Context: an optimization exercise on an open-source flow, tuned for small area. The choices shown serve that exercise and are no tape-out recipe.
The RTL was checked by simulation tests, not by an equivalence proof against the original design.
Power is estimated from default activity; no workload was simulated.

## flow/run.sh

```bash
#!/bin/bash
# synth_recipe.tcl (not shown) runs the flow's synth.tcl, then flattens the netlist and writes it again
# the make line also repeats each setting of config.mk as NAME=value (left out here)
make -C /OpenROAD-flow-scripts/flow DESIGN_CONFIG=/design/flow/config.mk WORK_HOME=/design/flow/orfs CLKGATE_MAP_FILE= SYNTH_SCRIPT=/design/flow/synth_recipe.tcl finish
```

## flow/config.mk

```make
export PLATFORM = sky130hd
export DESIGN_NAME = crc8u
export DESIGN_NICKNAME = crc8u
export VERILOG_FILES = /design/flow/design.v
export SDC_FILE = /design/flow/constraint.sdc
export NUM_CORES = 4
export LEC_CHECK = 0
export CAP_MARGIN = 20
export CORE_AREA = 10 10 110 110
export DIE_AREA = 0 0 120 120
export SLEW_MARGIN = 20
export SYNTH_HIERARCHICAL = 1
export SYNTH_MINIMUM_KEEP_SIZE = 0
```

## flow/constraint.sdc

```tcl
create_clock -name core_clock -period 10.0 [get_ports {clk}]
set_input_delay 2.0000 -clock core_clock [delete_from_list [all_inputs] [get_ports {clk}]]
set_output_delay 2.0000 -clock core_clock [all_outputs]
set_load 0.01 [all_outputs]
```

## flow/design.v

```verilog
module crc8u (
  input  wire       clk,
  input  wire       rst,
  input  wire [1:0] op,
  input  wire [7:0] din,
  output reg  [7:0] crc,     
  output wire       zero,    
  output wire       eq       
);
  localparam [7:0] POLY = 8'hD5;
  localparam [7:0] INIT = 8'h00;
  localparam [1:0] OP_HOLD   = 2'b00;
  localparam [1:0] OP_CLEAR  = 2'b01;
  localparam [1:0] OP_UPDATE = 2'b10;
  localparam [1:0] OP_START  = 2'b11;
  function automatic [7:0] crc_round(input [7:0] a);
    crc_round = a[7] ? ((a << 1) ^ POLY) : (a << 1);
  endfunction
  function automatic [7:0] step8(input [7:0] v);
    integer i;
    reg [7:0] a;
    begin
      a = v;
      for (i = 0; i < 8; i = i + 1)
        a = crc_round(a);
      step8 = a;
    end
  endfunction
  always @(posedge clk) begin
    if (rst)
      crc <= INIT;
    else begin
      case (op)
        OP_HOLD:   crc <= crc;
        OP_CLEAR:  crc <= INIT;
        OP_UPDATE: crc <= step8(crc ^ din);
        OP_START:  crc <= step8(INIT ^ din);
      endcase
    end
  end
  assign zero = (crc == 8'h00);
  assign eq   = (crc == din);
endmodule
```

==> run notes, run 1 <==
Post-DP HPWL 2370 µm; status complete, no violations; Initial DRT Pass Iterations 4; CTS clk-pin slew, worst paths 0.04 ns; hold path cells 2; Leakage 0.401 nW; Crit path largest cell delay 0.61 ns; Post-CTS Setup Repair Bufs 0; fin crit share 0.612; sequential-to-total area share from yosys stat 0.178; vias per cell 3.00; Iteration-0 DRC Markers 41; RSZ-0062 raised after global routing no; FP Rows 36; Hold Crit Start crc[7]$_SDFFE_PP0P_; DR WL/cell 11.2 µm; Final Max Tran Viols 0; Worst R2R End crc[2]$_SDFFE_PP0P_; final hold vios 0; Power Dens Cells 242 nW/µm²; Crit. End Element output pin; R2R Setup Slk 7.74 ns; aggregate routed wire length 2770 µm; minimum clock period 6.12 ns; Synth Register Bits 8; Max Clock Freq 163 MHz; CTS sink cnt 8; first-pass GRT wire length 4420 µm; met1 Use GR 0.0508; biggest regs crc x8; Hold Path Sink crc[7]$_SDFFE_PP0P_; Clock Tree Buf Depth 2; Die ar. 14400 µm²; H-tree levels 1; share of layout cells above drive strength 1 0.0957; final setup vio count 0; fin nets 130; GR Util met2 0.0595; Fin Clk Skew 0.00226 ns; Die Height 120 µm; busiest grt layer met2; arrival time at the worst endpoint 4.12 ns; Tot Pwr 309 µW; Critical Path RT 8.00 ns; critical path's most frequent cell clkdlybuf4s50_1; max_cap viols 0; Net Count, Synth 111; Area after DPL 1240 µm²; TritonCTS Buffers 3; asr flop ratio synth 0; antenna diode count 0; Synth Area per Inst 9.21 µm²; clock tree root driver cell clkbuf_8; Slew @ Worst Pin 0.479 ns; Antenna Nets Post-Route 0; TritonCTS clock tree yes; post-synthesis cell count 98; Place WS 3.75 ns; GR Util All Layers 0.0389; CP Class in2out; initial antenna violation count 0; largest net degree at the start of global routing 12; Post-synth EDFFs 0; Slowest-stage cell, CP clkdlybuf4s50_1; setup ws final 3.88 ns; area growth from synthesis to layout 41.6%; CP startpoint kind primary input; Vias 745; VDD IR max 0.0499 mV; CTS resizes 0; Port Buffer Count 21; crit path cell chain clkdlybuf4s50_1 > xnor2_2 > ha_1 > nand4_1 > nor4_1 > clkdlybuf4s50_1; crit-path max FO 4; Reg with most FFs crc; GRT overflow 0; Yosys warning total 7; worst r2r src crc[7]$_SDFFE_PP0P_; core area 9770 µm²; relative slew slack 0.680; met3 Use GR 0.0127; vias in the first global route 798; worst min-delay path category reg2reg; top_reg_cell synth dfxtp_1; number of flip-flops under the largest register name 8; Initial Util 0.0923; hold buffers post-CTS 0; Mapped Area 902 µm²; Unique masters post-synth 31; DIE WIDTH 120 µm; fin area 1280 µm²; R2R cell count 7; gpl congestion 0.853; Skew-Pair Late Insertion Delay 0.23 ns; setup total negative slack 0 ns; # DRC 0; fin util 0.131; Ports 22
## cell families (layout without fill, tap and decap cells)
logic type	after synthesis	after routing	synth area share
buf+inv	8	25	0.0513
fa+ha+maj	1	1	0.0139
compound gates	13	13	0.104
flops	8	8	0.178
simple gates	22	22	0.128
xor+xnor	46	46	0.526
## critical path: cells and delay by family
family | cells | cell delay, ns
simple gates | 2 | 0.47
buf+inv | 2 | 1.15
xor+xnor | 1 | 0.30
fa+ha+maj | 1 | 0.19
## per-layer routing
metal / vias to the layer above / share of wire
met3: 4 / 0.060
li1: 367 / -
met2: 28 / 0.43
met1: 346 / 0.50
met5: - / 0
met4: 0 / 0.0069
## cell usage after synthesis (all sizes together), types with 3 or more instances
library cell  instances  area, µm²
xnor2                39        398
dfxtp                 8        160
nor2                  6       22.5
xor2                  6       52.6
a22oi                 4       30.0
buf                   4       31.3
nand2                 4       15.0
a21oi                 3       15.0
clkbuf                3       11.3
## report_power, final
part | internal, mW | switching (mW) | total, mW
clock | 0.0261 | 0.0125 | 0.0386
sequential | 0.0412 | 0.0156 | 0.0568
combinational | 0.116 | 0.0979 | 0.214
total | 0.183 | 0.126 | 0.309
## layout make-up
class                           instances  area, µm²
Fill cell                            1130       8500
Sequential cell                         8        160
Timing Repair Buffer                   21        210
Multi-Input combinational cell         82        696
Clock buffer                            3       41.3
Inverter                                1       3.75
Tap cell                              133        166
## per-stage QoR
| stage | instances | hold WS [ns] |
|---|---|---|
| 2_1_floorplan | 98 | 0.528 |
| 3_3_place_gp | 245 | 0.541 |
| 3_5_place_dp | 245 | 0.542 |
| 4_1_cts | 248 | 0.550 |
| 5_1_grt | 248 | 0.591 |
| 6_report | 248 | 0.552 |
## cells in the final DEF (no fill, tap or decap), types with 3 or more instances in the layout
cell type,count
clkbuf_8,3
a21oi_1,3
clkdlybuf4s50_1,21
xor2_1,6
nor2_1,6
dfxtp_1,8
xnor2_2,5
xnor2_1,33
nand2_1,4
a22oi_1,4
## worst max path at each step
stage	startpoint	to	cells past startpoint
after floorplan	din[7]	eq	5
after global routing	din[7]	eq	6
final	din[7]	eq	6
after CTS	din[7]	eq	6
after detailed placement	din[7]	eq	6
after global placement	din[7]	eq	6
==> inputs of run 2 (changes only) <==
==> flow/design.v (replaced) <==
module crc8u_xor2  (input wire a, b, output wire y); assign y = a ^ b;    endmodule
module crc8u_xnor2 (input wire a, b, output wire y); assign y = ~(a ^ b); endmodule
module crc8u_mux2i (input wire s, a0, a1, output wire y); assign y = ~(s ? a1 : a0); endmodule
module crc8u_a22o  (input wire a1, a2, b1, b2, output wire y); assign y = (a1 & a2) | (b1 & b2); endmodule
module crc8u_nor4  (input wire a, b, c, d, output wire y); assign y = ~(a | b | c | d); endmodule
module crc8u_and2  (input wire a, b, output wire y); assign y = a & b; endmodule
module crc8u_nor3  (input wire a, b, c, output wire y); assign y = ~(a | b | c); endmodule
module crc8u_andn  (input wire a, bn, output wire y); assign y = a & ~bn; endmodule
module crc8u (
  input  wire       clk,
  input  wire       rst,
  input  wire [1:0] op,
  input  wire [7:0] din,
  output reg  [7:0] crc,     
  output wire       zero,    
  output wire       eq       
);
  wire [7:0] x, nv, f, nxt;
  wire upd, hold;
  crc8u_andn u_upd  (.a(op[1]), .bn(rst), .y(upd));
  crc8u_nor3 u_hold (.a(op[1]), .b(op[0]), .c(rst), .y(hold));
  genvar i;
  generate
    for (i = 0; i < 8; i = i + 1) begin : g_bit
      crc8u_xor2  u_x   (.a(crc[i]), .b(din[i]), .y(x[i]));
      crc8u_mux2i u_v   (.s(op[0]), .a0(x[i]), .a1(din[i]), .y(nv[i]));
      crc8u_a22o  u_nxt (.a1(upd), .a2(f[i]), .b1(hold), .b2(crc[i]), .y(nxt[i]));
    end
  endgenerate
  wire t0;
  crc8u_xor2 u_t0 (.a(nv[4]), .b(nv[7]), .y(t0));
  wire t1;
  crc8u_xor2 u_t1 (.a(nv[1]), .b(nv[2]), .y(t1));
  wire t2;
  crc8u_xor2 u_t2 (.a(t0), .b(t1), .y(t2));
  wire t3;
  crc8u_xnor2 u_t3 (.a(nv[0]), .b(t2), .y(t3));
  wire t4;
  crc8u_xor2 u_t4 (.a(nv[6]), .b(t3), .y(t4));
  wire t5;
  crc8u_xor2 u_t5 (.a(nv[4]), .b(t4), .y(t5));
  wire t6;
  crc8u_xnor2 u_t6 (.a(nv[5]), .b(t5), .y(t6));
  wire t7;
  crc8u_xor2 u_t7 (.a(nv[3]), .b(t5), .y(t7));
  wire t8;
  crc8u_xor2 u_t8 (.a(nv[0]), .b(t7), .y(t8));
  wire t9;
  crc8u_xnor2 u_t9 (.a(nv[1]), .b(t6), .y(t9));
  wire t10;
  crc8u_xor2 u_t10 (.a(nv[7]), .b(t4), .y(t10));
  wire t11;
  crc8u_xor2 u_t11 (.a(nv[2]), .b(t7), .y(t11));
  wire t12;
  crc8u_xor2 u_t12 (.a(nv[6]), .b(t8), .y(t12));
  wire t13;
  crc8u_xor2 u_t13 (.a(nv[5]), .b(t12), .y(t13));
  assign f[0] = t11;
  assign f[1] = t2;
  assign f[2] = t6;
  assign f[3] = t8;
  assign f[4] = t10;
  assign f[5] = t13;
  assign f[6] = t3;
  assign f[7] = t9;
  always @(posedge clk)
    crc <= nxt;
  wire zl, zh, el, eh;
  crc8u_nor4 u_zl (.a(crc[0]), .b(crc[1]), .c(crc[2]), .d(crc[3]), .y(zl));
  crc8u_nor4 u_zh (.a(crc[4]), .b(crc[5]), .c(crc[6]), .d(crc[7]), .y(zh));
  crc8u_and2 u_z  (.a(zl), .b(zh), .y(zero));
  crc8u_nor4 u_el (.a(x[0]), .b(x[1]), .c(x[2]), .d(x[3]), .y(el));
  crc8u_nor4 u_eh (.a(x[4]), .b(x[5]), .c(x[6]), .d(x[7]), .y(eh));
  crc8u_and2 u_e  (.a(el), .b(eh), .y(eq));
endmodule
==> flow/flow/run.sh (new file) <==
#!/bin/bash
set -e
bash standard.sh > standard.log 2>&1
==> flow/standard.sh (new file) <==
#!/bin/bash
# synth_recipe.tcl (not shown) runs the flow's synth.tcl, then flattens the netlist and writes it again
# the make line also repeats each setting of config.mk as NAME=value (left out here)
make -C /OpenROAD-flow-scripts/flow DESIGN_CONFIG=/design/flow/config.mk WORK_HOME=/design/flow/orfs CLKGATE_MAP_FILE= SYNTH_SCRIPT=/design/flow/synth_recipe.tcl "${@:-finish}"
removed: flow/run.sh
==> run 2 against run 1 <==
Final cell count fell by 15%. Routed wire length fell by 26%. Highest routed layer is now met5. Register-to-register slack got worse by 1.0 ns. Still clean. Largest cell class unchanged. Critical path depth is 1 lower. Clock skew fell by 0.0013 ns. First-iteration DRC count decreased by 51%. Critical endpoint unchanged. Largest power group unchanged.
==> run notes, run 2 <==
minimum clock period 5.67 ns (was 6.12 ns); vias per cell 2.36 (was 3.00); Skew-Pair Late Insertion Delay 0.23 ns (about the same); Fin Clk Skew 0.000921 ns (was 0.00226 ns); CP top delay family buffers and inverters (unchanged); critical path's most frequent cell clkdlybuf4s50_1 (unchanged); CP startpoint kind primary input (unchanged); sequential-to-total area share from yosys stat 0.272 (was 0.178); R2R cell count 12 (was 7); Place WS 4.28 ns (was 3.75 ns); most frequent cells in the layout clkdlybuf4s50_1 (21), xor2_1 (19), a22o_1 (8), mux2i_1 (8), dfxtp_1 (8) (was xnor2_1 (33), clkdlybuf4s50_1 (21), dfxtp_1 (8)); Mapped Area 589 µm² (was 902 µm²); asr flop ratio synth 0 (unchanged); setup total negative slack 0 ns (unchanged); DR WL/cell 9.75 µm (was 11.2 µm); largest cells by area after synthesis xor2_1 (28%), dfxtp_1 (27%), mux2i_1 (14%) (was xnor2_1 (32%), dfxtp_1 (18%), xnor2_2 (9.0%)); Slowest-stage cell, CP clkdlybuf4s50_1 (unchanged); Post-synth EDFFs 0 (unchanged); biggest regs crc x8 (unchanged); Critical Path RT 8.00 ns (about the same); Die ar. 14400 µm² (unchanged); largest net degree at the start of global routing 10 (was 12); Net Count, Synth 66 (was 111); Die Height 120 µm (unchanged); relative slew slack 0.642 (was 0.680); CP Class in2out (unchanged); Crit. End Element output pin (unchanged); filler instances 1135 (was 1130); commonest non-fill, non-tap cell in the layout clkdlybuf4s50_1 (was xnor2_1); H-tree levels 1 (unchanged); first-pass GRT wire length 3110 µm (was 4420 µm); Antenna Nets Post-Route 0 (unchanged); clock tree root driver cell clkbuf_8 (unchanged); GRT overflow 0 (unchanged); Leakage 0.356 nW (was 0.401 nW); R2R Setup Slk 6.73 ns (was 7.74 ns); final hold vios 0 (unchanged); crit-path max FO 2 (was 4); Yosys top cell area share 0.282 (was 0.320); fin nets 92 (was 130); Crit path largest cell delay 0.54 ns (was 0.61 ns); top-count cell post-synth xor2_1 (was xnor2_1); WP buf/inv 2 (unchanged); post-synthesis cell count 54 (was 98); hold_ws 0.584 ns (was 0.552 ns); Worst R2R End crc[5]$_DFF_P_ (was crc[2]$_SDFFE_PP0P_); vias in the first global route 555 (was 798); Hold Path Sink crc[3]$_DFF_P_ (was crc[7]$_SDFFE_PP0P_); Tot Pwr 280 µW (was 309 µW); worst r2r src crc[1]$_DFF_P_ (was crc[7]$_SDFFE_PP0P_); crit path cell chain clkdlybuf4s50_1 > xor2_1 > nor4_2 > and2_1 > clkdlybuf4s50_1 (was clkdlybuf4s50_1 > xnor2_2 > ha_1 > nand4_1 > nor4_1 > clkdlybuf4s50_1); Slew @ Worst Pin 0.535 ns (was 0.479 ns); fin crit share 0.567 (was 0.612); FP Rows 36 (unchanged); TritonCTS Buffers 3 (unchanged); Reg with most FFs crc (unchanged); Yosys warning total 7 (unchanged); Initial DRT Pass Iterations 4 (unchanged); CTS clk-pin slew, worst paths 0.04 ns (about the same); Max Clock Freq 176 MHz (was 163 MHz); initial antenna violation count 1 (was 0); Post-CTS Setup Repair Bufs 0 (unchanged); RSZ-0062 raised after global routing no (unchanged); core area 9770 µm² (unchanged); antenna diode count 0 (unchanged); Initial Util 0.0603 (was 0.0923); Post-synth top cells xor2_1 (19), a22o_1 (8), dfxtp_1 (8), mux2i_1 (8), nor4_2 (4) (was xnor2_1 (33), dfxtp_1 (8), nor2_1 (6), xor2_1 (6), xnor2_2 (5)); Iteration-0 DRC Markers 20 (was 41); TritonCTS clock tree yes (unchanged); VDD IR max 0.0779 mV (was 0.0499 mV); final setup vio count 0 (unchanged); Final Max Tran Viols 0 (unchanged); arrival time at the worst endpoint 3.67 ns (was 4.12 ns); aggregate routed wire length 2060 µm (was 2770 µm); number of flip-flops under the largest register name 8 (unchanged); worst min-delay path category reg2reg (unchanged); CTS sink cnt 8 (unchanged); status complete, no violations (unchanged); CTS resizes 0 (unchanged); Clock Tree Buf Depth 2 (unchanged); DIE WIDTH 120 µm (unchanged); Hold Crit Start crc[3]$_DFF_P_ (was crc[7]$_SDFFE_PP0P_); gpl congestion 0.718 (was 0.853); Yosys top cell by area xor2_1 (was xnor2_1); # DRC 0 (unchanged); Ports 22 (unchanged); Vias 498 (was 745); Synth Area per Inst 10.9 µm² (was 9.21 µm²); area growth from synthesis to layout 70.9% (was 41.6%); max_cap viols 0 (unchanged); setup ws final 4.33 ns (was 3.88 ns); GR Util All Layers 0.0291 (was 0.0389); fin util 0.103 (was 0.131); hold buffers post-CTS 0 (unchanged); Port Buffer Count 21 (unchanged); Synth Register Bits 8 (unchanged); Unique masters post-synth 9 (was 31); top_reg_cell synth dfxtp_1 (unchanged); Power Dens Cells 278 nW/µm² (was 242 nW/µm²); share of layout cells above drive strength 1 0.115 (was 0.0957); hold path cells 1 (was 2)
[run 2: cell types whose count changed after synthesis, moves of 2 or more]
| cell | before | now |
|---|---|---|
| buf_4 | 2 | 0 |
| xnor2_2 | 5 | 0 |
| nor4_2 | 0 | 4 |
| xor2_1 | 6 | 19 |
| nor2_1 | 6 | 0 |
| clkbuf_1 | 3 | 0 |
| a222oi_1 | 2 | 0 |
| a22oi_1 | 4 | 0 |
| a21oi_1 | 3 | 0 |
| a22o_1 | 0 | 8 |
| xnor2_1 | 33 | 3 |
| nor3_1 | 2 | 0 |
| nand2_1 | 4 | 0 |
| mux2i_1 | 0 | 8 |
[run 2: logic make-up after synthesis]
kind of cell / count (synthesis) / share of synthesized area
xor gates and xnor gates: 22 / 0.327
AOI/OAI and AO/OA: 8 / 0.119
muxes: 8 / 0.136
DFF: 8 / 0.272
and+or+nand+nor: 8 / 0.146
[run 2: worst max path at each step]
stage                start        endpoint  slack [ns]  cells past startpoint
floorplan           din[1]              eq        5.41                      3
global route         op[0]  crc[5]$_DFF_P_        4.19                     12
CTS                 din[1]              eq        4.27                      5
global placement    din[1]              eq        4.30                      5
detailed placement  din[1]              eq        4.28                      5
finish              din[1]              eq        4.33                      5
[run 2: layout make-up]
| cell class | count | area [µm²] | share of cell area |
|---|---|---|---|
| Clock buffer | 3 | 41.3 | 0.0410 |
| Multi-Input combinational cell | 46 | 429 | 0.426 |
| Sequential cell | 8 | 160 | 0.159 |
| Tap cell | 133 | 166 | 0.165 |
| Timing Repair Buffer | 21 | 210 | 0.209 |
[run 2: per-stage QoR]
stage / instances / cell area (µm²)
global placement: 208 / 966
floorplan: 54 / 589
global route: 211 / 1010
finish: 211 / 1010
CTS: 211 / 1010
detailed placement: 208 / 966
[run 2: per-module statistics from Yosys (local to each module, per instance)]
module       times used  cells inside  flip-flops and latches
crc8u_nor4            4             1                       0
crc8u_andn            1             1                       0
crc8u_nor3            1             1                       0
crc8u_a22o            8             1                       0
crc8u_xnor2           3             1                       0
crc8u_mux2i           8             1                       0
crc8u                 1             8                       8
crc8u_xor2           19             1                       0
crc8u_and2            2             1                       0
[run 2: power breakdown]
part           switching (mW)  total [mW]  internal (mW)
clock                  0.0124      0.0384         0.0260
combinational          0.0896       0.183         0.0936
sequential             0.0154      0.0584         0.0430
[run 2: per-layer routing]
metal | global-route usage | up-vias | share of wire
met4 | 0.00905 | 2 | 0.0053
li1 | - | 246 | -
met3 | 0.0206 | 4 | 0.10
met5 | 0 | - | 0.0063
met2 | 0.0478 | 17 | 0.47
met1 | 0.0286 | 229 | 0.41
[run 2: worst reg2reg max path: stages (launching register included)]
cell and delay [ns]:
dfxtp_1 0.41, xor2_1 0.24, mux2i_1 0.18, xor2_1 0.20
xor2_1 0.20, xnor2_1 0.28, xor2_1 0.29, xor2_1 0.30
xor2_1 0.28, xor2_1 0.27, xor2_1 0.12, xor2_1 0.17
a22o_1 0.21
==> inputs of run 3 (changes only) <==
==> flow/run.sh (new file) <==
#!/bin/bash
# synth_recipe.tcl (not shown) runs the flow's synth.tcl, then flattens the netlist and writes it again
# the make line also repeats each setting of config.mk as NAME=value (left out here)
make -C /OpenROAD-flow-scripts/flow DESIGN_CONFIG=/design/flow/config.mk WORK_HOME=/design/flow/orfs CLKGATE_MAP_FILE= SYNTH_SCRIPT=/design/flow/synth_recipe.tcl finish
removed: flow/flow/run.sh
removed: flow/standard.sh
==> run 3 against run 2 <==
Still clean on timing, DRC and antenna. Sequential cell count unchanged. Routed wire length is the same. Sequential share of layout area stayed put. Synthesized area stayed put. Register-to-register slack barely moved. Non-clock buffer count did not move. Critical endpoint unchanged.
==> run notes, run 3 <==
vias in the first global route 555 (unchanged); Critical Path RT 8.00 ns (about the same); combinational power share 0.654 (about the same); Post-synth top cells xor2_1 (19), a22o_1 (8), dfxtp_1 (8), mux2i_1 (8), nor4_2 (4) (unchanged); Place WS 4.28 ns (unchanged); Flop pwr share 0.209 (about the same); Reg with most FFs crc (unchanged); largest net degree at the start of global routing 10 (unchanged); biggest regs crc x8 (unchanged); clock tree root driver cell clkbuf_8 (unchanged); Hold Crit Start crc[3]$_DFF_P_ (unchanged); Mapped Area 589 µm² (unchanged); Synth Area in XOR/XNOR 0.327 (unchanged); VDD IR max 0.0779 mV (unchanged); Net Count, Synth 66 (unchanged); Pint 163 µW (unchanged); asr flop ratio synth 0 (unchanged); worst r2r src crc[1]$_DFF_P_ (unchanged); CTS clk-pin slew, worst paths 0.04 ns (about the same); multiplexer share of the synthesized area 0.136 (unchanged); Post-CTS Setup Repair Bufs 0 (unchanged); Synth Register Bits 8 (unchanged); core area 9770 µm² (unchanged); # DRC 0 (unchanged); Clock Tree Buf Depth 2 (unchanged); TritonCTS clock tree yes (unchanged); Tot Pwr 280 µW (unchanged); Leakage 0.356 nW (unchanged); Antenna Nets Post-Route 0 (unchanged); arrival time at the worst endpoint 3.67 ns (about the same); antenna diode count 0 (unchanged); Die Height 120 µm (unchanged); TritonCTS Buffers 3 (unchanged); FP Rows 36 (unchanged); initial antenna violation count 1 (unchanged); crit path cell chain clkdlybuf4s50_1 > xor2_1 > nor4_2 > and2_1 > clkdlybuf4s50_1 (unchanged); setup ws final 4.33 ns (unchanged); compound-gate portion of the synthesized area 0.119 (unchanged); top-count cell post-synth xor2_1 (unchanged); CTS sink cnt 8 (unchanged); share of layout cells above drive strength 1 0.115 (unchanged); fin area 1010 µm² (unchanged); RSZ-0062 raised after global routing no (unchanged); minimum clock period 5.67 ns (unchanged); GRT overflow 0 (unchanged); Die ar. 14400 µm² (unchanged); Slowest-stage cell, CP clkdlybuf4s50_1 (unchanged); critical path's most frequent cell clkdlybuf4s50_1 (unchanged); Sw Ratio 0.419 (unchanged); Iteration-0 DRC Markers 20 (unchanged); vias per cell 2.36 (unchanged); filler instances 1135 (unchanged); Yosys top cell area share 0.282 (unchanged); final hold vios 0 (unchanged); CP Class in2out (unchanged); sequential-to-total area share from yosys stat 0.272 (unchanged); top_reg_cell synth dfxtp_1 (unchanged); largest cells by area after synthesis xor2_1 (28%), dfxtp_1 (27%), mux2i_1 (14%) (unchanged); R2R Setup Slk 6.73 ns (about the same); commonest non-fill, non-tap cell in the layout clkdlybuf4s50_1 (unchanged); largest family of logic cells by synthesized area XOR/XNOR gates (unchanged); Slew @ Worst Pin 0.535 ns (unchanged); R2R cell count 12 (unchanged); NetSw 117 µW (unchanged); Initial Util 0.0603 (unchanged); aggregate routed wire length 2060 µm (unchanged); H-tree levels 1 (unchanged); most frequent cells in the layout clkdlybuf4s50_1 (21), xor2_1 (19), a22o_1 (8), mux2i_1 (8), dfxtp_1 (8) (unchanged); worst min-delay path category reg2reg (unchanged); Max Clock Freq 176 MHz (unchanged); Ports 22 (unchanged); area growth from synthesis to layout 70.9% (unchanged); Worst R2R End crc[5]$_DFF_P_ (unchanged); post-synthesis cell count 54 (unchanged); Post-synth EDFFs 0 (unchanged); hold buffers post-CTS 0 (unchanged); Vias 498 (unchanged); adder-cell share of the synthesized area 0 (unchanged); Final Max Tran Viols 0 (unchanged); Fin Clk Skew 0.000921 ns (unchanged); Area after DPL 966 µm² (unchanged); Skew-Pair Late Insertion Delay 0.23 ns (about the same); number of flip-flops under the largest register name 8 (unchanged); final setup vio count 0 (unchanged); DIE WIDTH 120 µm (unchanged); Yosys top cell by area xor2_1 (unchanged); CTS resizes 0 (unchanged); Initial DRT Pass Iterations 4 (unchanged); setup total negative slack 0 ns (unchanged); status complete, no violations (unchanged); Yosys warning total 7 (unchanged); max_cap viols 0 (unchanged); Synth Area per Inst 10.9 µm² (unchanged); hold path cells 1 (unchanged); GR Util All Layers 0.0291 (unchanged); Port Buffer Count 21 (unchanged); Crit path largest cell delay 0.54 ns (about the same); Power Dens Cells 278 nW/µm² (unchanged); first-pass GRT wire length 3110 µm (unchanged); CP startpoint kind primary input (unchanged); relative slew slack 0.642 (unchanged); area share of and/or/nand/nor cells after synthesis 0.146 (unchanged); DR WL/cell 9.75 µm (unchanged); fin crit share 0.567 (unchanged); crit-path max FO 2 (unchanged); Unique masters post-synth 9 (unchanged); fin nets 92 (unchanged); Hold Path Sink crc[3]$_DFF_P_ (unchanged); clock power share 0.137 (about the same); gpl congestion 0.718 (unchanged); Crit. End Element output pin (unchanged)
-- run 3: stage by stage --
stage / hold WS [ns] / cells / util
after global routing: 0.607 / 211 / 0.103
after floorplan: 0.585 / 54 / -
after global placement: 0.554 / 208 / 0.0988
final: 0.584 / 211 / 0.103
after detailed placement: 0.570 / 208 / 0.0988
after CTS: 0.579 / 211 / 0.103
-- run 3: layout make-up --
type / count / area [µm²] / share of cell area
Multi-Input combinational cell: 46 / 429 / 0.426
Timing Repair Buffer: 21 / 210 / 0.209
Tap cell: 133 / 166 / 0.165
Sequential cell: 8 / 160 / 0.159
Clock buffer: 3 / 41.3 / 0.0410
-- run 3: Yosys stat by module (local to each module, per instance) --
module / flip-flops and latches / cells / cell area (µm²) / times used
crc8u: 8 / 8 / 160 / 1
crc8u_xor2: 0 / 1 / 8.76 / 19
crc8u_nor3: 0 / 1 / 10.0 / 1
crc8u_and2: 0 / 1 / 6.26 / 2
crc8u_mux2i: 0 / 1 / 10.0 / 8
crc8u_a22o: 0 / 1 / 8.76 / 8
crc8u_xnor2: 0 / 1 / 8.76 / 3
crc8u_nor4: 0 / 1 / 12.5 / 4
crc8u_andn: 0 / 1 / 13.8 / 1
-- run 3: kinds of logic (layout without fill, tap and decap cells) --
logic type	after synthesis	count (layout)
XOR/XNOR	22	22
AND/OR/NAND/NOR	8	8
AO/OA/AOI/OAI	8	8
buffers and inverters	0	24
flip-flops	8	8
multiplexers	8	8
-- run 3: worst max path at each step --
stage / start / slack (ns) / end / depth (start not counted)
finish: din[1] / 4.33 / eq / 5
global route: op[0] / 4.19 / crc[5]$_DFF_P_ / 12
CTS: din[1] / 4.27 / eq / 5
detailed placement: din[1] / 4.28 / eq / 5
global placement: din[1] / 4.30 / eq / 5
floorplan: din[1] / 5.41 / eq / 3
-- run 3: worst max-delay path, delay by kind of cell --
family	cells	cell delay (ns)
buffers and inverters	2	0.99
AND/OR/NAND/NOR	2	0.49
XOR/XNOR	1	0.20
-- run 3: power by group through the flow --
stage | logic (mW) | registers (mW) | clock network [mW]
floorplan | 0.125 | 0.0597 | 0
global placement | 0.182 | 0.0585 | 0
detailed placement | 0.184 | 0.0589 | 0
CTS | 0.186 | 0.0586 | 0.0394
global route | 0.205 | 0.0604 | 0.0424
finish | 0.183 | 0.0584 | 0.0384
-- run 3: routing by layer --
metal  up-vias  track usage  share of wire
met1       229       0.0286           0.41
met3         4       0.0206           0.10
met4         2      0.00905         0.0053
met2        17       0.0478           0.47
li1        246            -              -
met5         -            0         0.0063
==> inputs of run 4 (changes only) <==
==> flow/flow/run.sh (new file) <==
#!/bin/bash
set -euo pipefail
bash standard.sh ABC_LOAD_IN_FF=0.5 \
  'BUFFER_PORTS_ARGS=-buffer_cell sky130_fd_sc_hd__buf_1' \
  finish > standard.log 2>&1
==> flow/standard.sh (new file) <==
#!/bin/bash
# synth_recipe.tcl (not shown) runs the flow's synth.tcl, then flattens the netlist and writes it again
# the make line also repeats each setting of config.mk as NAME=value (left out here)
make -C /OpenROAD-flow-scripts/flow DESIGN_CONFIG=/design/flow/config.mk WORK_HOME=/design/flow/orfs CLKGATE_MAP_FILE= SYNTH_SCRIPT=/design/flow/synth_recipe.tcl "${@:-finish}"
--- a/flow/config.mk
+++ b/flow/config.mk
@@ -7,6 +7,8 @@
 export LEC_CHECK = 0
 export CAP_MARGIN = 20
 export CORE_AREA = 10 10 110 110
+export CTS_BUF_LIST = sky130_fd_sc_hd__clkbuf_2
+export CTS_CLUSTER_SIZE = 8
 export DIE_AREA = 0 0 120 120
 export SLEW_MARGIN = 20
 export SYNTH_HIERARCHICAL = 1
removed: flow/run.sh
==> run 4 against run 3 <==
Combinational power is 14% lower. Highest routed layer is now met4. Power is 17% lower. Register-to-register slack better by 0.09 ns. Critical path depth is 7 higher. Die area stayed put. Core utilization is 2.0 points lower. Clock power is 51% lower. First-iteration DRC count is 10% lower. Still clean.
==> run notes, run 4 <==
status complete, no violations (unchanged); GR Util met2 0.0392 (was 0.0478); arrival time at the worst endpoint 5.18 ns (was 3.67 ns); top-count cell post-synth xor2_1 (unchanged); Unique masters post-synth 9 (unchanged); Crit path largest cell delay 0.47 ns (was 0.54 ns); CP top delay family XOR/XNOR gates (was buffers and inverters); CTS sink cnt 8 (unchanged); fin nets 92 (unchanged); TritonCTS Buffers 3 (unchanged); first-pass GRT wire length 2930 µm (was 3110 µm); most frequent cells in the layout buf_1 (21), xor2_1 (19), a22o_1 (8), mux2i_1 (8), dfxtp_1 (8) (was clkdlybuf4s50_1 (21), xor2_1 (19), a22o_1 (8), mux2i_1 (8), dfxtp_1 (8)); core area 9770 µm² (unchanged); vias per cell 2.39 (was 2.36); Initial DRT Pass Iterations 4 (unchanged); Layout Cells excl Fill 212 (was 211); Port Buffer Count 21 (unchanged); hold_ws 0.553 ns (was 0.584 ns); Mapped Area 552 µm² (was 589 µm²); RSZ-0062 raised after global routing no (unchanged); commonest non-fill, non-tap cell in the layout buf_1 (was clkdlybuf4s50_1); Final Max Tran Viols 0 (unchanged); Post-synth EDFFs 0 (unchanged); post-synthesis cell count 54 (unchanged); GR Util All Layers 0.0276 (was 0.0291); CTS clk-pin slew, worst paths 0.08 ns (was 0.04 ns); placed insts 208 (unchanged); GRT overflow 0 (unchanged); Iteration-0 DRC Markers 18 (was 20); vias in the first global route 551 (was 555); minimum clock period 5.05 ns (was 5.67 ns); top_reg_cell synth dfxtp_1 (unchanged); Yosys warning total 7 (unchanged); max_cap viols 0 (unchanged); Skew-Pair Late Insertion Delay 0.24 ns (was 0.23 ns); largest net degree at the start of global routing 10 (unchanged); # DRC 0 (unchanged); Fin Clk Skew 0.00889 ns (was 0.000921 ns); fin crit share 0.505 (was 0.567); number of flip-flops under the largest register name 8 (unchanged); CTS resizes 0 (unchanged); worst min-delay path category reg2reg (unchanged); largest cells by area after synthesis xor2_1 (30%), dfxtp_1 (29%), mux2i_1 (15%) (was xor2_1 (28%), dfxtp_1 (27%), mux2i_1 (14%)); Critical Path RT 10.14 ns (was 8.00 ns); Leakage 0.282 nW (was 0.356 nW); clock tree root driver cell clkbuf_2 (was clkbuf_8); VDD IR max 0.0527 mV (was 0.0779 mV); Die Height 120 µm (unchanged); share of layout cells above drive strength 1 0.0385 (was 0.115); H-tree levels 1 (unchanged); sequential-to-total area share from yosys stat 0.290 (was 0.272); Ports 22 (unchanged); busiest grt layer met2 (unchanged); critical path's most frequent cell xor2_1 (was clkdlybuf4s50_1); Post-CTS Setup Repair Bufs 0 (unchanged); setup total negative slack 0 ns (unchanged); Yosys top cell by area xor2_1 (unchanged); area growth from synthesis to layout 47.6% (was 70.9%); CP Class in2reg (was in2out); fin util 0.0833 (was 0.103); met3 Use GR 0.0122 (was 0.0206); crit path cell chain buf_1 > mux2i_1 > xor2_1 > xor2_1 > xnor2_1 > xor2_1 > xor2_1 > xor2_1 > xor2_1 > xor2_1 > xor2_1 > a22o_1 (was clkdlybuf4s50_1 > xor2_1 > nor4_2 > and2_1 > clkdlybuf4s50_1); Slowest-stage cell, CP buf_1 (was clkdlybuf4s50_1); Max Clock Freq 198 MHz (was 176 MHz); Place WS 4.72 ns (was 4.28 ns); setup ws final 4.95 ns (was 4.33 ns); Net Count, Synth 66 (unchanged); FP Rows 36 (unchanged); Synth Register Bits 8 (unchanged); crit-path max FO 9 (was 2); Vias 506 (was 498); final hold vios 0 (unchanged); Crit. End Element flop (was output pin); hold buffers post-CTS 0 (unchanged); Antenna Nets Post-Route 0 (unchanged); asr flop ratio synth 0 (unchanged); Post-synth top cells xor2_1 (19), a22o_1 (8), dfxtp_1 (8), mux2i_1 (8), nor4_1 (4) (was xor2_1 (19), a22o_1 (8), dfxtp_1 (8), mux2i_1 (8), nor4_2 (4)); aggregate routed wire length 1890 µm (was 2060 µm); WP buf/inv 1 (was 2); DR WL/cell 8.92 µm (was 9.75 µm); Die ar. 14400 µm² (unchanged); Synth Area per Inst 10.2 µm² (was 10.9 µm²); final setup vio count 0 (unchanged); Yosys top cell area share 0.302 (was 0.282); gpl congestion 0.792 (was 0.718); CP startpoint kind primary input (unchanged); initial antenna violation count 1 (unchanged); relative slew slack 0.404 (was 0.642); Reg with most FFs crc (unchanged); filler instances 1154 (was 1135); Slew @ Worst Pin 0.887 ns (was 0.535 ns); Initial Util 0.0565 (was 0.0603); biggest regs crc x8 (unchanged); DIE WIDTH 120 µm (unchanged); Post-DP HPWL 1610 µm; Clock Tree Buf Depth 2 (unchanged); Power Dens Cells 286 nW/µm² (was 278 nW/µm²); met1 Use GR 0.0289 (was 0.0286); TritonCTS clock tree yes (unchanged)
[run 4: cell count changes after synthesis, moves of 2 or more]
cell / previous run / this run
nor4_2: 4 / 0
and2_0: 0 / 2
nor4_1: 0 / 4
and2_1: 2 / 0
[run 4: report_power, final]
part           switching [mW]  internal (mW)  leakage [nW]
sequential             0.0125         0.0427        0.0659
combinational          0.0872         0.0713         0.203
clock                  0.0109        0.00818        0.0125
[run 4: per-module statistics from Yosys (local to each module, per instance), a selection]
module | cell area [µm²] | cells inside | flops+latches | copies in the design
crc8u_xnor2 | 8.76 | 1 | 0 | 3
crc8u_nor4 | 6.26 | 1 | 0 | 4
crc8u_mux2i | 10.0 | 1 | 0 | 8
crc8u_nor3 | 5.00 | 1 | 0 | 1
crc8u_andn | 6.26 | 1 | 0 | 1
crc8u_and2 | 6.26 | 1 | 0 | 2
crc8u_a22o | 8.76 | 1 | 0 | 8
[run 4: final timing paths]
kind	slack, ns	end	depth (start not counted)	start
worst min-delay path	0.55	crc[7]$_DFF_P_	1	crc[7]$_DFF_P_
worst max-delay path	4.95	crc[5]$_DFF_P_	12	op[0]
worst max register to register	6.82	crc[5]$_DFF_P_	12	crc[1]$_DFF_P_
worst min register to register	0.55	crc[7]$_DFF_P_	1	crc[7]$_DFF_P_
[run 4: cell families (layout without fill, tap and decap cells)]
family                    Yosys count  count (layout)  synth area share
DFF                                 8               8             0.290
and+or+nand+nor                     8               8            0.0884
muxes                               8               8             0.145
xor gates and xnor gates           22              22             0.349
AOI/OAI and AO/OA                   8               8             0.127
other                               0               1                 0
buffers and inverters               0              24                 0
[run 4: metrics by stage]
stage	instance area [µm²]	total power [mW]
floorplan	552	0.178
global route	815	0.256
global placement	797	0.214
finish	815	0.233
detailed placement	797	0.216
CTS	812	0.237
[run 4: worst reg2reg max path: cells and delay by family, from the launching register on]
kind	cells	cell delay [ns]
xor gates and xnor gates	10	2.24
DFF	1	0.35
muxes	1	0.29
AOI/OAI and AO/OA	1	0.22
[run 4: final cells by class]
| class | count | area [µm²] | share of cell area |
|---|---|---|---|
| Tap cell | 133 | 166 | 0.204 |
| Antenna cell | 1 | 2.50 | 0.00307 |
| Multi-Input combinational cell | 46 | 392 | 0.481 |
| Clock buffer | 3 | 15.0 | 0.0184 |
| Timing Repair Buffer | 21 | 78.8 | 0.0968 |
| Sequential cell | 8 | 160 | 0.197 |
[run 4: per-layer routing]
layer,share of wire,wire length (µm),up-vias
met5,0,0,-
met4,0.029,55,0
met3,0.091,172,2
met1,0.44,827,240
li1,-,-,248
met2,0.44,836,16
==> inputs of run 5 (changes only) <==
--- a/flow/config.mk
+++ b/flow/config.mk
@@ -8,6 +8,7 @@
 export CAP_MARGIN = 20
 export CORE_AREA = 10 10 110 110
 export CTS_BUF_LIST = sky130_fd_sc_hd__clkbuf_2
+export CTS_CLUSTER_DIAMETER = 200
 export CTS_CLUSTER_SIZE = 8
 export DIE_AREA = 0 0 120 120
 export SLEW_MARGIN = 20
==> run 5 against run 4 <==
Synthesized cell count is the same. Register-to-register slack is essentially flat. Non-clock buffer count unchanged. Sequential power barely moved. Critical path type unchanged. Largest cell class unchanged. Core utilization did not move. Fmax stayed put. Largest power group unchanged. Combinational power is essentially flat. Die area unchanged. Sequential share of layout area did not move.
==> run notes, run 5 <==
status complete, no violations (unchanged); post-synthesis cell count 54 (unchanged); Skew-Pair Late Insertion Delay 0.24 ns (about the same); largest net degree at the start of global routing 10 (unchanged); biggest regs crc x8 (unchanged); H-tree levels 1 (unchanged); sequential-to-total area share from yosys stat 0.290 (unchanged); DR WL/cell 8.92 µm (unchanged); core area 9770 µm² (unchanged); Antenna Nets Post-Route 0 (unchanged); Fin Clk Skew 0.00889 ns (unchanged); setup total negative slack 0 ns (unchanged); hold buffers post-CTS 0 (unchanged); hold_ws 0.553 ns (unchanged); Ports 22 (unchanged); Unique masters post-synth 9 (unchanged); DIE WIDTH 120 µm (unchanged); Initial DRT Pass Iterations 4 (unchanged); # DRC 0 (unchanged); VDD IR max 0.0527 mV (unchanged); Mapped Area 552 µm² (unchanged); WP buf/inv 1 (unchanged); Synth Area per Inst 10.2 µm² (unchanged); arrival time at the worst endpoint 5.18 ns (about the same); Port Buffer Count 21 (unchanged); Net Count, Synth 66 (unchanged); gpl congestion 0.792 (unchanged); Critical Path RT 10.14 ns (about the same); Crit. End Element flop (unchanged); Power Dens Cells 286 nW/µm² (unchanged); Post-CTS Setup Repair Bufs 0 (unchanged); initial antenna violation count 1 (unchanged); Post-synth EDFFs 0 (unchanged); CTS resizes 0 (unchanged); minimum clock period 5.05 ns (unchanged); Leakage 0.282 nW (unchanged); Clock Tree Buf Depth 2 (unchanged); crit path cell chain buf_1 > mux2i_1 > xor2_1 > xor2_1 > xnor2_1 > xor2_1 > xor2_1 > xor2_1 > xor2_1 > xor2_1 > xor2_1 > a22o_1 (unchanged); Slowest-stage cell, CP buf_1 (unchanged); Die ar. 14400 µm² (unchanged); Crit path largest cell delay 0.47 ns (about the same); relative slew slack 0.404 (unchanged); Slew @ Worst Pin 0.887 ns (unchanged); Tot Pwr 233 µW (unchanged); max_cap viols 0 (unchanged); fin util 0.0833 (unchanged); aggregate routed wire length 1890 µm (unchanged); worst min-delay path category reg2reg (unchanged); worst r2r src crc[1]$_DFF_P_ (unchanged); TritonCTS Buffers 3 (unchanged); Hold Crit Start crc[7]$_DFF_P_ (unchanged); Die Height 120 µm (unchanged); CP startpoint op[0] (unchanged); TritonCTS clock tree yes (unchanged); FP Rows 36 (unchanged); GRT overflow 0 (unchanged); fin nets 92 (unchanged); RSZ-0062 raised after global routing no (unchanged); CP startpoint kind primary input (unchanged); Yosys top cell by area xor2_1 (unchanged); Iteration-0 DRC Markers 18 (unchanged); Synth Register Bits 8 (unchanged); share of layout cells above drive strength 1 0.0385 (unchanged); top-count cell post-synth xor2_1 (unchanged); fin crit share 0.505 (unchanged); vias in the first global route 551 (unchanged); Yosys warning total 7 (unchanged); Initial Util 0.0565 (unchanged); asr flop ratio synth 0 (unchanged); Post-synth top cells xor2_1 (19), a22o_1 (8), dfxtp_1 (8), mux2i_1 (8), nor4_1 (4) (unchanged); GR Util All Layers 0.0276 (unchanged); Final Max Tran Viols 0 (unchanged); crit-path max FO 9 (unchanged); Max Clock Freq 198 MHz (unchanged); number of flip-flops under the largest register name 8 (unchanged); CTS clk-pin slew, worst paths 0.08 ns (about the same); largest cells by area after synthesis xor2_1 (30%), dfxtp_1 (29%), mux2i_1 (15%) (unchanged); Post-DP HPWL 1610 µm (unchanged); clock tree root driver cell clkbuf_2 (unchanged); Reg with most FFs crc (unchanged); commonest non-fill, non-tap cell in the layout buf_1 (unchanged); top_reg_cell synth dfxtp_1 (unchanged); CP top delay family XOR/XNOR gates (unchanged); vias per cell 2.39 (unchanged); area growth from synthesis to layout 47.6% (unchanged); CTS sink cnt 8 (unchanged); final setup vio count 0 (unchanged); critical path's most frequent cell xor2_1 (unchanged); final hold vios 0 (unchanged); Yosys top cell area share 0.302 (unchanged); most frequent cells in the layout buf_1 (21), xor2_1 (19), a22o_1 (8), mux2i_1 (8), dfxtp_1 (8) (unchanged); CP Class in2reg (unchanged); first-pass GRT wire length 2930 µm (unchanged); Vias 506 (unchanged)
[run 5: cell counts after synthesis]
No cell type changed its count.
[run 5: path summary, 6_finish.rpt]
| path | slack (ns) | to | cells past startpoint |
|---|---|---|---|
| worst min register to register | 0.55 | crc[7]$_DFF_P_ | 1 |
| worst max-delay path | 4.95 | crc[5]$_DFF_P_ | 12 |
| worst min-delay path | 0.55 | crc[7]$_DFF_P_ | 1 |
| worst max register to register | 6.82 | crc[5]$_DFF_P_ | 12 |
[run 5: final cells by class]
cell class              count  area, µm²
flip-flops and latches      8        160
repair buffers             21       78.8
well taps                 133        166
diodes                      1       2.50
multi-input cells          46        392
clock buffers               3       15.0
fillers                  1154       8960
[run 5: logic make-up (layout without fill, tap and decap cells)]
kind of cell,Yosys count,after routing,synth area share
simple gates,8,8,0.0884
buf+inv,0,24,0
compound gates,8,8,0.127
xor+xnor,22,22,0.349
flops,8,8,0.290
mux,8,8,0.145
other cells,0,1,0
[run 5: where the power goes]
group	internal (mW)	switching [mW]
clock network	0.00818	0.0109
registers	0.0427	0.0125
logic	0.0713	0.0872
[run 5: Yosys stat by module, one instance, submodules excluded]
module / flip-flops and latches / cell area [µm²] / times used
crc8u: 8 / 160 / 1
crc8u_mux2i: 0 / 10.0 / 8
crc8u_a22o: 0 / 8.76 / 8
crc8u_xnor2: 0 / 8.76 / 3
crc8u_xor2: 0 / 8.76 / 19
crc8u_and2: 0 / 6.26 / 2
crc8u_andn: 0 / 6.26 / 1
crc8u_nor4: 0 / 6.26 / 4
crc8u_nor3: 0 / 5.00 / 1
[run 5: per-layer routing]
metal | share of wire | global-route usage | up-vias
li1 | - | - | 248
met1 | 0.44 | 0.0289 | 240
met2 | 0.44 | 0.0392 | 16
met3 | 0.091 | 0.0122 | 2
met4 | 0.029 | 0.0294 | 0
met5 | 0 | 0 | -
[run 5: stage by stage]
stage	std cells	worst slack [ns]	area [µm²]
final	212	4.95	815
after global routing	212	4.73	815
after CTS	211	4.96	812
after detailed placement	208	4.72	797
after global placement	208	4.78	797
after floorplan	54	5.40	552
[run 5: worst reg2reg max path, delay by kind of cell (launching register included)]
| kind | cells | cell delay (ns) |
|---|---|---|
| DFF | 1 | 0.35 |
| AOI/OAI and AO/OA | 1 | 0.22 |
| xor gates and xnor gates | 10 | 2.24 |
| muxes | 1 | 0.29 |
==> inputs of run 6 (changes only) <==
--- a/flow/config.mk
+++ b/flow/config.mk
@@ -6,11 +6,11 @@
 export NUM_CORES = 4
 export LEC_CHECK = 0
 export CAP_MARGIN = 20
-export CORE_AREA = 10 10 110 110
+export CORE_AREA = 5 5 45 45
 export CTS_BUF_LIST = sky130_fd_sc_hd__clkbuf_2
-export CTS_CLUSTER_DIAMETER = 200
+export CTS_CLUSTER_DIAMETER = 100
 export CTS_CLUSTER_SIZE = 8
-export DIE_AREA = 0 0 120 120
+export DIE_AREA = 0 0 50 50
 export SLEW_MARGIN = 20
 export SYNTH_HIERARCHICAL = 1
 export SYNTH_MINIMUM_KEEP_SIZE = 0
==> run 6 against run 5 <==
Core utilization increased by 36 points. Largest power group unchanged. Count of clock-buffer cells in the layout unchanged. Non-clock buffer count unchanged. Via count decreased by 4.7%. Synthesized area unchanged. Critical endpoint unchanged. Clock power increased by 2%. First-iteration DRC count decreased by 78%. Design area decreased by 18%. Critical path depth unchanged. Worst hold slack got worse by 0.0038 ns. Global-route usage increased by 8.6 points. Setup slack improved by 0.062 ns. Largest cell class unchanged.
==> run notes, run 6 <==
sequential-to-total area share from yosys stat 0.290 (unchanged); FP Rows 14 (was 36); TritonCTS Buffers 3 (unchanged); WP buf/inv 1 (unchanged); relative slew slack 0.363 (was 0.404); vias in the first global route 486 (was 551); CTS resizes 0 (unchanged); Reg with most FFs crc (unchanged); Slowest-stage cell, CP buf_1 (unchanged); crit-path max FO 9 (unchanged); hold buffers post-CTS 0 (unchanged); status complete, no violations (unchanged); Initial Util 0.366 (was 0.0565); CP startpoint kind primary input (unchanged); Ports 22 (unchanged); met3 Use GR 0.0361 (was 0.0122); worst r2r src crc[2]$_DFF_P_ (was crc[1]$_DFF_P_); area used by multi-input combinational logic 392 µm² (unchanged); Yosys top cell area share 0.302 (unchanged); GR Util met2 0.167 (was 0.0392); # DRC 0 (unchanged); Tot Pwr 230 µW (was 233 µW); largest cells by area after synthesis xor2_1 (30%), dfxtp_1 (29%), mux2i_1 (15%) (unchanged); CP top delay family XOR/XNOR gates (unchanged); VDD IR max 0.149 mV (was 0.0527 mV); Clock Tree Buf Depth 2 (unchanged); Synth Register Bits 8 (unchanged); Yosys warning total 7 (unchanged); worst min-delay path category reg2reg (unchanged); crit path cell chain buf_1 > mux2i_1 > xor2_1 > xor2_1 > xnor2_1 > xor2_1 > xor2_1 > xor2_1 > xor2_1 > xor2_1 > xor2_1 > a22o_1 (unchanged); Crit path largest cell delay 0.44 ns (was 0.47 ns); CTS sink cnt 8 (unchanged); Worst R2R End crc[5]$_DFF_P_ (unchanged); Unique masters post-synth 9 (unchanged); first-pass GRT wire length 2160 µm (was 2930 µm); fin nets 92 (unchanged); met1 Use GR 0.137 (was 0.0289); GR Util All Layers 0.114 (was 0.0276); TritonCTS clock tree yes (unchanged); Crit. End Element flop (unchanged); biggest regs crc x8 (unchanged); R2R Setup Slk 6.80 ns (was 6.82 ns); busiest grt layer met2 (unchanged); Iteration-0 DRC Markers 4 (was 18); initial antenna violation count 0 (was 1); hold path cells 1 (unchanged); Die ar. 2500 µm² (was 14400 µm²); top_reg_cell synth dfxtp_1 (unchanged); Antenna Nets Post-Route 0 (unchanged); Port Buffer Count 21 (unchanged); R2R cell count 12 (unchanged); Post-synth EDFFs 0 (unchanged); DIE WIDTH 50 µm (was 120 µm); area growth from synthesis to layout 20.6% (was 47.6%); vias per cell 5.13 (was 2.39); asr flop ratio synth 0 (unchanged); final setup vio count 0 (unchanged); post-synthesis cell count 54 (unchanged); top-count cell post-synth xor2_1 (unchanged); commonest non-fill, non-tap cell in the layout buf_1 (unchanged); CTS clk-pin slew, worst paths 0.09 ns (was 0.08 ns); Skew-Pair Late Insertion Delay 0.23 ns (was 0.24 ns); Leakage 0.282 nW (about the same); H-tree levels 1 (unchanged); GRT overflow 0 (unchanged); gpl congestion 0.806 (was 0.792); Synth Area per Inst 10.2 µm² (unchanged); Final Max Tran Viols 0 (unchanged); core area 1510 µm² (was 9770 µm²); filler instances 168 (was 1154); Yosys top cell by area xor2_1 (unchanged); Mapped Area 552 µm² (unchanged); number of flip-flops under the largest register name 8 (unchanged); Net Count, Synth 66 (unchanged); setup total negative slack 0 ns (unchanged); DR WL/cell 14.0 µm (was 8.92 µm); Post-CTS Setup Repair Bufs 0 (unchanged); Post-synth top cells xor2_1 (19), a22o_1 (8), dfxtp_1 (8), mux2i_1 (8), nor4_1 (4) (unchanged); RSZ-0062 raised after global routing no (unchanged); Max Clock Freq 201 MHz (was 198 MHz); Hold Path Sink crc[0]$_DFF_P_ (was crc[7]$_DFF_P_); Slew @ Worst Pin 0.948 ns (was 0.887 ns); Fin Clk Skew 0.00601 ns (was 0.00889 ns); Power Dens Cells 345 nW/µm² (was 286 nW/µm²); Register Area 160 µm² (unchanged); clock tree root driver cell clkbuf_2 (unchanged); antenna diode count 0 (was 1); Hold Crit Start crc[0]$_DFF_P_ (was crc[7]$_DFF_P_); Initial DRT Pass Iterations 4 (unchanged); largest net degree at the start of global routing 10 (unchanged); Die Height 50 µm (was 120 µm); Post-DP HPWL 1030 µm (was 1610 µm); final hold vios 0 (unchanged); fin crit share 0.498 (was 0.505); max_cap viols 0 (unchanged); Critical Path RT 10.12 ns (was 10.14 ns); share of layout cells above drive strength 1 0.0385 (unchanged); critical path's most frequent cell xor2_1 (unchanged); aggregate routed wire length 1310 µm (was 1890 µm); most frequent cells in the layout buf_1 (21), xor2_1 (19), a22o_1 (8), mux2i_1 (8), dfxtp_1 (8) (unchanged); minimum clock period 4.98 ns (was 5.05 ns); CP Class in2reg (unchanged); arrival time at the worst endpoint 5.11 ns (was 5.18 ns); Vias 482 (was 506)
[run 6: final cells by class]
type,count,share of cell area
clock buffer,3,0.0226
timing repair buffer,21,0.118
tap,16,0.0301
sequential,8,0.241
multi-input combinational,46,0.588
[run 6: per-stage QoR]
stage | instances | worst slack, ns | hold WS [ns] | cell area, µm² | utilization
6_report | 94 | 5.02 | 0.550 | 666 | 0.442
5_1_grt | 94 | 4.78 | 0.572 | 666 | 0.442
4_1_cts | 94 | 5.02 | 0.555 | 666 | 0.442
3_5_place_dp | 91 | 4.80 | 0.533 | 651 | 0.432
3_3_place_gp | 91 | 4.79 | 0.528 | 651 | 0.432
2_1_floorplan | 54 | 5.40 | 0.570 | 552 | -
[run 6: worst reg2reg max path: cells and delay by family (launching register included)]
kind           cells  cell delay [ns]
multiplexers       1             0.16
flip-flops         1             0.41
AO/OA/AOI/OAI      1             0.22
XOR/XNOR          10             2.30
[run 6: where the power goes]
group          leakage (nW)  internal (mW)  switching, mW
sequential           0.0659         0.0427         0.0117
combinational         0.203         0.0714         0.0847
clock                0.0125        0.00819         0.0112
total                 0.282          0.122          0.108
[run 6: cells by family (layout without fill, tap and decap cells)]
kind of cell,after synthesis,count (layout),synth area share
and+or+nand+nor,8,8,0.0884
DFF,8,8,0.290
AOI/OAI and AO/OA,8,8,0.127
buffers and inverters,0,24,0
xor gates and xnor gates,22,22,0.349
muxes,8,8,0.145
[run 6: layer usage]
metal	part of all wire	wire length, µm
met1	0.45	590
met2	0.47	613
met3	0.066	87
met4	0.018	23
met5	0	0
[run 6: modules after synthesis (local to each module, per instance), a selection]
module / times used / area (µm²) / flip-flops and latches / cells
crc8u_a22o: 8 / 8.76 / 0 / 1
crc8u_nor3: 1 / 5.00 / 0 / 1
crc8u_mux2i: 8 / 10.0 / 0 / 1
crc8u_andn: 1 / 6.26 / 0 / 1
crc8u_xnor2: 3 / 8.76 / 0 / 1
crc8u_nor4: 4 / 6.26 / 0 / 1
crc8u_xor2: 19 / 8.76 / 0 / 1
crc8u: 1 / 160 / 8 / 8
[run 6: how the worst max path moves through the flow]
stage / depth (start not counted) / start / end
2_1_floorplan: 3 / din[1] / eq
3_3_place_gp: 12 / op[0] / crc[5]$_DFF_P_
3_5_place_dp: 12 / op[0] / crc[5]$_DFF_P_
4_1_cts: 12 / op[0] / crc[5]$_DFF_P_
5_1_grt: 12 / op[0] / crc[5]$_DFF_P_
6_report: 12 / op[0] / crc[5]$_DFF_P_
==> inputs of run 7 (changes only) <==
==> flow/design.v (replaced) <==
module crc8u_xor2  (input wire a, b, output wire y); assign y = a ^ b;    endmodule
module crc8u_xnor2 (input wire a, b, output wire y); assign y = ~(a ^ b); endmodule
module crc8u_a22oi (input wire a1, a2, b1, b2, output wire y); assign y = ~((a1 & a2) | (b1 & b2)); endmodule
module crc8u_a21o  (input wire a1, a2, b1, output wire y); assign y = (a1 & a2) | b1; endmodule
module crc8u_nor8  (input wire [7:0] a, output wire y); assign y = ~|a; endmodule
module crc8u_nor3  (input wire a, b, c, output wire y); assign y = ~(a | b | c); endmodule
module crc8u_nor3b (input wire a, b, cn, output wire y); assign y = ~(a | b | ~cn); endmodule
module crc8u_and3b (input wire an, b, c, output wire y); assign y = ~an & b & c; endmodule
module crc8u (
  input  wire       clk,
  input  wire       rst,
  input  wire [1:0] op,
  input  wire [7:0] din,
  output reg  [7:0] crc,     
  output wire       zero,    
  output wire       eq       
);
  wire [7:0] x, nv, f, nxt;
  wire start, upd, hold;
  crc8u_and3b u_start (.an(rst), .b(op[1]), .c(op[0]), .y(start));
  crc8u_nor3b u_upd   (.a(op[0]), .b(rst), .cn(op[1]), .y(upd));
  crc8u_nor3  u_hold  (.a(op[1]), .b(op[0]), .c(rst), .y(hold));
  genvar i;
  generate
    for (i = 0; i < 8; i = i + 1) begin : g_bit
      crc8u_xor2  u_x   (.a(crc[i]), .b(din[i]), .y(x[i]));
      crc8u_a22oi u_v   (.a1(start), .a2(din[i]), .b1(upd), .b2(x[i]), .y(nv[i]));
      crc8u_a21o  u_nxt (.a1(hold), .a2(crc[i]), .b1(f[i]), .y(nxt[i]));
    end
  endgenerate
  wire t0;
  crc8u_xor2 u_t0 (.a(nv[4]), .b(nv[7]), .y(t0));
  wire t1;
  crc8u_xor2 u_t1 (.a(nv[1]), .b(nv[2]), .y(t1));
  wire t2;
  crc8u_xor2 u_t2 (.a(t0), .b(t1), .y(t2));
  wire t3;
  crc8u_xnor2 u_t3 (.a(nv[0]), .b(t2), .y(t3));
  wire t4;
  crc8u_xor2 u_t4 (.a(nv[6]), .b(t3), .y(t4));
  wire t5;
  crc8u_xor2 u_t5 (.a(nv[4]), .b(t4), .y(t5));
  wire t6;
  crc8u_xnor2 u_t6 (.a(nv[5]), .b(t5), .y(t6));
  wire t7;
  crc8u_xor2 u_t7 (.a(nv[3]), .b(t5), .y(t7));
  wire t8;
  crc8u_xor2 u_t8 (.a(nv[0]), .b(t7), .y(t8));
  wire t9;
  crc8u_xnor2 u_t9 (.a(nv[1]), .b(t6), .y(t9));
  wire t10;
  crc8u_xor2 u_t10 (.a(nv[7]), .b(t4), .y(t10));
  wire t11;
  crc8u_xor2 u_t11 (.a(nv[2]), .b(t7), .y(t11));
  wire t12;
  crc8u_xor2 u_t12 (.a(nv[6]), .b(t8), .y(t12));
  wire t13;
  crc8u_xor2 u_t13 (.a(nv[5]), .b(t12), .y(t13));
  assign f[0] = t11;
  assign f[1] = t2;
  assign f[2] = t6;
  assign f[3] = t8;
  assign f[4] = t10;
  assign f[5] = t13;
  assign f[6] = t3;
  assign f[7] = t9;
  always @(posedge clk)
    crc <= nxt;
  crc8u_nor8 u_zero (.a(crc), .y(zero));
  crc8u_nor8 u_eq   (.a(x),   .y(eq));
endmodule
--- a/flow/config.mk
+++ b/flow/config.mk
@@ -6,11 +6,11 @@
 export NUM_CORES = 4
 export LEC_CHECK = 0
 export CAP_MARGIN = 20
-export CORE_AREA = 5 5 45 45
+export CORE_AREA = 5 5 65 65
 export CTS_BUF_LIST = sky130_fd_sc_hd__clkbuf_2
 export CTS_CLUSTER_DIAMETER = 100
 export CTS_CLUSTER_SIZE = 8
-export DIE_AREA = 0 0 50 50
+export DIE_AREA = 0 0 70 70
 export SLEW_MARGIN = 20
 export SYNTH_HIERARCHICAL = 1
 export SYNTH_MINIMUM_KEEP_SIZE = 0
==> run 7 against run 6 <==
Still clean on timing, DRC and antenna. Register-to-register slack improved by 0.10 ns. Design area is 2.6% higher. First-iteration DRC count increased to 3.5 times the previous value. Clock skew fell by 0.0038 ns. Critical path depth is 1 higher. Die area increased by 96%. Synthesized cell count increased by 1.9%. Combinational power shrank 29%. Final cell count grew 33%. Routed wire length up 15%. Critical endpoint unchanged. Largest cell class unchanged. Highest routed layer unchanged.
==> run notes, run 7 <==
status complete, no violations (unchanged); post-synthesis cell count 55 (was 54); GR Util met2 0.125 (was 0.167); Synth Area per Inst 9.67 µm² (was 10.2 µm²); Slew @ Worst Pin 0.974 ns (was 0.948 ns); crit-path max FO 8 (was 9); RSZ-0062 raised after global routing no (unchanged); Critical Path RT 10.15 ns (was 10.12 ns); top-count cell post-synth xor2_1 (unchanged); share of layout cells above drive strength 1 0.0380 (was 0.0385); GRT overflow 0 (unchanged); sequential-to-total area share from yosys stat 0.301 (was 0.290); worst min-delay path category reg2reg (unchanged); CP Class in2reg (unchanged); biggest regs crc x8 (unchanged); Ports 22 (unchanged); Clock Tree Buf Depth 2 (unchanged); Yosys warning total 7 (unchanged); hold path cells 1 (unchanged); GR Util All Layers 0.0692 (was 0.114); largest cells by area after synthesis xor2_1 (31%), dfxtp_1 (30%), a21o_1 (11%) (was xor2_1 (30%), dfxtp_1 (29%), mux2i_1 (15%)); minimum clock period 5.27 ns (was 4.98 ns); Post-CTS Setup Repair Bufs 0 (unchanged); # DRC 0 (unchanged); most frequent cells in the layout buf_1 (21), xor2_1 (19), a21o_1 (8), a22oi_1 (8), dfxtp_1 (8) (was buf_1 (21), xor2_1 (19), a22o_1 (8), mux2i_1 (8), dfxtp_1 (8)); setup total negative slack 0 ns (unchanged); Register Area 160 µm² (unchanged); Skew-Pair Late Insertion Delay 0.25 ns (was 0.23 ns); hold buffers post-CTS 0 (unchanged); area used by multi-input combinational logic 372 µm² (was 392 µm²); busiest grt layer met2 (unchanged); arrival time at the worst endpoint 5.42 ns (was 5.11 ns); commonest non-fill, non-tap cell in the layout buf_1 (unchanged); Initial Util 0.156 (was 0.366); aggregate routed wire length 1510 µm (was 1310 µm); vias in the first global route 551 (was 486); CTS sink cnt 8 (unchanged); R2R cell count 12 (unchanged); area growth from synthesis to layout 28.5% (was 20.6%); clock tree root driver cell clkbuf_2 (unchanged); met3 Use GR 0.0201 (was 0.0361); antenna diode count 0 (unchanged); Yosys top cell area share 0.313 (was 0.302); Synth Register Bits 8 (unchanged); Unique masters post-synth 10 (was 9); Crit. End Element flop (unchanged); CTS clk-pin slew, worst paths 0.08 ns (was 0.09 ns); vias per cell 3.96 (was 5.13); number of flip-flops under the largest register name 8 (unchanged); filler instances 390 (was 168); first-pass GRT wire length 2620 µm (was 2160 µm); Net Count, Synth 67 (was 66); H-tree levels 1 (unchanged); final hold vios 0 (unchanged); Port Buffer Count 21 (unchanged); fin crit share 0.527 (was 0.498); Final Max Tran Viols 0 (unchanged); largest net degree at the start of global routing 9 (was 10); top_reg_cell synth dfxtp_1 (unchanged); Vias 495 (was 482); CTS resizes 0 (unchanged); Fin Clk Skew 0.00220 ns (was 0.00601 ns); VDD IR max 0.0456 mV (was 0.149 mV); initial antenna violation count 0 (unchanged); Die ar. 4900 µm² (was 2500 µm²); TritonCTS Buffers 3 (unchanged); DIE WIDTH 70 µm (was 50 µm); Mapped Area 532 µm² (was 552 µm²); Post-synth EDFFs 0 (unchanged); Tot Pwr 200 µW (was 230 µW); Max Clock Freq 190 MHz (was 201 MHz); core area 3420 µm² (was 1510 µm²); Power Dens Cells 293 nW/µm² (was 345 nW/µm²); asr flop ratio synth 0 (unchanged); TritonCTS clock tree yes (unchanged); gpl congestion 0.726 (was 0.806); Iteration-0 DRC Markers 14 (was 4); Reg with most FFs crc (unchanged); max_cap viols 0 (unchanged); Antenna Nets Post-Route 0 (unchanged); CP startpoint kind primary input (unchanged); Yosys top cell by area xor2_1 (unchanged); FP Rows 21 (was 14); relative slew slack 0.349 (was 0.363); Post-DP HPWL 1240 µm (was 1030 µm); met1 Use GR 0.0684 (was 0.137); fin nets 93 (was 92); DR WL/cell 12.1 µm (was 14.0 µm); Post-synth top cells xor2_1 (19), a21o_1 (8), a22oi_1 (8), dfxtp_1 (8), or4_1 (4) (was xor2_1 (19), a22o_1 (8), dfxtp_1 (8), mux2i_1 (8), nor4_1 (4)); Die Height 70 µm (was 50 µm); Leakage 0.268 nW (was 0.282 nW); final setup vio count 0 (unchanged); Initial DRT Pass Iterations 5 (was 4)
## run 7: per-stage QoR
stage               hold WS [ns]  cell area, µm²  instances  worst slack [ns]   util
global route               0.564             683        125              4.31  0.200
finish                     0.529             683        125              4.73  0.200
detailed placement         0.514             668        122              4.53  0.196
CTS                        0.535             683        125              4.77  0.200
floorplan                  0.546             532         55              5.13      -
global placement           0.513             668        122              4.55  0.196
## run 7: worst max-delay path, cell delays in order
cell	delay, ns
buf_1	0.10
nor3b_1	0.80
a22oi_1	0.27
xor2_1	0.22
xor2_1	0.20
xnor2_1	0.26
xor2_1	0.27
xor2_1	0.27
xor2_1	0.27
xor2_1	0.26
xor2_1	0.22
xor2_1	0.09
a21o_1	0.17
## run 7: layout make-up
cell class	count	area share
clock buffers	3	0.0220
flip-flops and latches	8	0.234
well taps	46	0.0842
repair buffers	21	0.115
multi-input cells	47	0.544
## run 7: per-module statistics from Yosys (local to each module, per instance)
| module | times used | cells inside |
|---|---|---|
| crc8u_a22oi | 8 | 1 |
| crc8u_a21o | 8 | 1 |
| crc8u_nor8 | 2 | 3 |
| crc8u_and3b | 1 | 1 |
| crc8u_nor3b | 1 | 1 |
| crc8u | 1 | 8 |
| crc8u_xnor2 | 3 | 1 |
| crc8u_nor3 | 1 | 1 |
| crc8u_xor2 | 19 | 1 |
## run 7: final timing paths
path             startpoint        endpoint  slack (ns)
max                   op[1]  crc[5]$_DFF_P_        4.73
min          crc[3]$_DFF_P_  crc[3]$_DFF_P_        0.53
min reg2reg  crc[3]$_DFF_P_  crc[3]$_DFF_P_        0.53
max reg2reg  crc[7]$_DFF_P_  crc[5]$_DFF_P_        6.90
## run 7: cell families after synthesis
group            Yosys count  synth area share
XOR/XNOR                  22             0.362
AO/OA/AOI/OAI             16             0.226
AND/OR/NAND/NOR            9             0.111
flip-flops                 8             0.301
## run 7: power by group
group / internal (mW) / switching (mW) / total, mW
Combinational: 0.0509 / 0.0597 / 0.111
Sequential: 0.0503 / 0.0190 / 0.0693
Clock: 0.00817 / 0.0122 / 0.0204
## run 7: per-layer routing
| layer | vias to the layer above | share of wire |
|---|---|---|
| met5 | - | 0 |
| met2 | 13 | 0.55 |
| li1 | 250 | - |
| met3 | 2 | 0.040 |
| met1 | 230 | 0.40 |
| met4 | 0 | 0.011 |

==> afterwards: timing with drivers on the ports <==
In the flow no input, the clock included, has a driving cell. The finished layouts below were timed again as built, in two steps.
Step 1 assumes that a clkbuf_16 drives the clock port and a buf_2 every other input.
Step 2, shift: input delay + t, output delay - t, t = (earliest + latest rising clock arrival at the registers) / 2. This alone moves slack from input paths to output paths.
a / b / c = ideal ports / drivers / drivers and shift; a / b = the first two.
run	shift t [ns]	setup slack, ns	hold WS [ns]	worst setup path after step 2	latest minus earliest clock arrival (ns)
run 1	0.250	3.882 / 3.848 / 3.848	0.552 / 0.552 / 0.552	input to output	0.002 / 0.002
run 2	0.252	4.328 / 4.295 / 4.295	0.584 / 0.584 / 0.584	input to output	0.001 / 0.000
run 3	0.252	4.328 / 4.295 / 4.295	0.584 / 0.584 / 0.584	input to output	0.001 / 0.000
run 4	0.261	4.953 / 4.955 / 4.694	0.553 / 0.553 / 0.553	input to register	0.009 / 0.008
run 5	0.261	4.953 / 4.955 / 4.694	0.553 / 0.553 / 0.553	input to register	0.009 / 0.008
run 6	0.247	5.016 / 5.008 / 4.761	0.550 / 0.550 / 0.550	input to register	0.006 / 0.006
run 7	0.266	4.730 / 4.716 / 4.450	0.529 / 0.529 / 0.529	input to register	0.002 / 0.002
After both steps setup and hold are still met in every run listed. For run 7, which loses most, drivers alone change the setup slack by -0.014 ns; drivers and shift together by -0.280 ns.
